Context: an optimization exercise on an open-source flow, tuned for small area. The choices shown serve that exercise and are no tape-out recipe. In this exercise RTL edits were held to simulation tests only and were not proved equivalent to the original.

## willow
==> flow/design.v (excerpt) <==
module emu16_core (
    input  wire        clk,
    input  wire        rst,
    input  wire [15:0] boot_offset,
    input  wire [15:0] boot_start,
    input  wire [16:0] boot_len,
    output wire [15:0] boot_addr,
    input  wire [7:0]  boot_data,
    output reg         mem_req,
    output reg         mem_we,
    output reg  [15:0] mem_addr,
    output reg  [7:0]  mem_wdata,
    input  wire        mem_gnt,
    input  wire        mem_rvalid,
    input  wire [7:0]  mem_rdata,
    output wire        bus_out_valid,
    output wire [1:0]  bus_out_chan,
    output wire [15:0] bus_out_data,
    input  wire        bus_out_ready,
    input  wire [2:0]  bus_in_valid,
    input  wire [15:0] bus_in_data0,
    input  wire [15:0] bus_in_data1,
    input  wire [15:0] bus_in_data2,
    output wire [2:0]  bus_in_ready,
    input  wire        irq,
    output wire        halted,
    output wire        boot_failed,
    output reg         fault_valid,
    output reg         fault_kind,       
    output reg         fault_has_op,
    output reg  [3:0]  fault_op,
    output reg  [15:0] fault_ip,
    output reg  [15:0] fault_base,
    output reg  [15:0] fault_offset,
    input  wire [3:0]  dbg_sel,
    output wire [15:0] dbg_data
);
For scale: ~300 flip-flops, ~260 I/O pins, roughly 16,000 um2 of cells after synthesis.
clock: 8.0 ns
lec_check: 0
abc_area: 1
cap_margin: 20
core_margin: 2
core_utilization: 40
place_density: 0.6
slew_margin: 20
standard.sh (not shown) runs the stock make flow with config.mk's settings and CLKGATE_MAP_FILE= SYNTH_SCRIPT=/design/flow/synth_recipe.tcl, a recipe that flattens the netlist after the stock synthesis.
==> flow/flow/run.sh <==
#!/bin/bash
# The standard layout, with the smallest buffer on every input and output port
# (instead of the delay buffer buffer_ports picks by default).
set -euo pipefail
bash standard.sh "BUFFER_PORTS_ARGS=-buffer_cell sky130_fd_sc_hd__buf_1" finish > standard_flow.log 2>&1
STATUS run=willow STAGES=ALL_DONE FINAL_CHECKS=FAILED CAUSE=setup timing
What amber does differently from willow at the input level:
-- flow/design.v --
<<< willow, line 43
                     S_F0    = 5'd5,    
                     S_F0A   = 5'd6,    
                     S_F1    = 5'd8,    
                     S_F1W   = 5'd9,    
                     S_E1    = 5'd10,   
                     S_E2    = 5'd11,   
>>> amber, line 43
                     S_F0    = 5'd5,    
                     S_F0A   = 5'd6,    
                     S_F0W   = 5'd7,
                     S_F1    = 5'd8,    
                     S_F1W   = 5'd9,
                     S_E1    = 5'd10,   
                     S_E2    = 5'd11,   
<<< willow, line 77
    reg        irq_pend;
    reg        boot_fail_r;
    reg        got0;        
    reg [15:0] r15;
    reg [15:0] ring [0:14];
>>> amber, line 78
    reg        irq_pend;
    reg        boot_fail_r;
    reg [15:0] r15;
    reg [15:0] ring [0:14];
<<< willow, line 138
    wire ge3ffe    = ge4000 | (&p[13:1]);
    wire fetch_bad = t[15] | t[14] | (&t[13:0]);
    wire jump_take = op[0] ? (t == 16'd0) : !ir[4];
    wire chan_bad  = (p[15:8] > 8'd2);
    wire boot_done = ({1'b0, r15} == boot_len);
>>> amber, line 138
    wire ge3ffe    = ge4000 | (&p[13:1]);
    wire fetch_bad = t[15] | t[14] | (&t[13:0]);
    wire jump_cond = op[0] ? (sum[15:0] == 16'd0) : !sum[16];
    wire chan_bad  = (p[15:8] > 8'd2);
    wire boot_done = ({1'b0, r15} == boot_len);
<<< willow, line 211
            end
            S_F0, S_F0A: begin
                w15      = 1'b1;
                xsel     = X_T;
                ypass_hi = 1'b0;
                ypass_lo = 1'b0;
                cin      = 1'b1;
                if (state == S_F0A && halt_next)
                    nstate = S_HALT;
>>> amber, line 211
            end
            S_F0, S_F0A: begin
                w15 = 1'b1;
                if (state == S_F0A && halt_next)
                    nstate = S_HALT;
<<< willow, line 222
                else begin
                    mem_req = 1'b1;
                    tload   = mem_gnt;
                    nstate  = mem_gnt ? S_F1 : S_F0;
                end
            end
            S_F1: begin
                ir_hi_ld = mem_rvalid;
                mem_req  = 1'b1;
                if (mem_gnt) nstate = S_F1W;
            end
            S_F1W: if (mem_rvalid) begin
                if (got0) begin
                    ir_lo_ld = 1'b1;
                    nstate   = S_E1;
                end else
                    ir_hi_ld = 1'b1;
            end
            S_E1: begin
>>> amber, line 218
                else begin
                    mem_req = 1'b1;
                    nstate  = mem_gnt ? S_F0W : S_F0;
                end
            end
            S_F0W: begin
                xsel     = X_T;
                ypass_hi = 1'b0;
                ypass_lo = 1'b0;
                cin      = 1'b1;
                if (mem_rvalid) begin
                    ir_hi_ld = 1'b1;
                    tload    = 1'b1;
                    nstate   = S_F1;
                end
            end
            S_F1: begin
                mem_req = 1'b1;
                if (mem_gnt) nstate = S_F1W;
            end
            S_F1W: if (mem_rvalid) begin
                ir_lo_ld = 1'b1;
                nstate   = S_E1;
            end
            S_E1: begin
<<< willow, line 288
                        yinv       = 1'b1;
                        cin        = 1'b1;
                        ir_cond_ld = 1'b1;
                        nstate     = S_JD;
>>> amber, line 290
                        yinv       = 1'b1;
                        cin        = 1'b1;
                        tload      = 1'b0;
                        ir_cond_ld = 1'b1;
                        nstate     = S_JD;
<<< willow, line 333
            S_JD: begin
                tload = 1'b1;
                if (jump_take)
                    raddr = fc;
                else begin
>>> amber, line 336
            S_JD: begin
                tload = 1'b1;
                if (ir[4])
                    raddr = fc;
                else begin
<<< willow, line 483
    end
    always @(posedge clk) begin
        if (state == S_F0 || state == S_F0A)
            got0 <= 1'b0;
        else if (ir_hi_ld)
            got0 <= 1'b1;
    end
    always @(posedge clk) begin
        if (ir_hi_ld)
            ir[15:8] <= mem_rdata;
>>> amber, line 486
    end
    always @(posedge clk) begin
        if (ir_hi_ld)
            ir[15:8] <= mem_rdata;
<<< willow, line 494
            ir[11:8] <= p[3:0];
        if (ir_cond_ld)
            ir[4] <= sum[16];
        if (ir_lo_ld)
            ir[7:0] <= mem_rdata;
>>> amber, line 491
            ir[11:8] <= p[3:0];
        if (ir_cond_ld)
            ir[4] <= jump_cond;
        if (ir_lo_ld)
            ir[7:0] <= mem_rdata;
[summary]
willow → amber: synthesized cell count has increased.
STATUS setup slack: amber wins against willow
Data arrival time of the worst path delta for amber relative to willow: 0.12 ns lower
Taking willow as the reference, in amber standard-cell row count climbed 1; arithmetic-cell share of the synthesized area counting full adders, half adders and majority gates barely changed; minimum hold slack climbed 0.0067 ns; sequential share of layout area dropped 0.28 points; final area climbed 0.79%.
amber completed end to end; final checks failed (setup timing).
Of amber and willow, the lower critical path depth belongs to amber.

==> static timing again, ports no longer ideal <==
In the flow no input, the clock included, has a driving cell. The finished layouts below were timed again as built, in two steps.
Step 1: set_driving_cell puts a clkbuf_16 on clk and a buf_2 on each other input, an assumption about the parent block.
Step 2 times the ports against the registers' clock, not the clock port: input delays grow and output delays shrink by t, the midpoint of the rising clock arrivals with the driver on.
a / b / c = no drivers / after step 1 / after step 2; a / b = the first two.
run	shift t [ns]	setup WS [ns]	hold WS [ns]	slew at the worst register clock pin (ns)
willow	0.600	-0.427 / -0.427 / -0.993	0.341 / 0.341 / 0.341	0.06 / 0.06
amber	0.581	-0.355 / -0.355 / -0.832	0.348 / 0.348 / 0.348	0.06 / 0.06
For willow, which loses most, drivers alone change the setup slack by 0.000 ns; drivers and shift together by -0.566 ns.
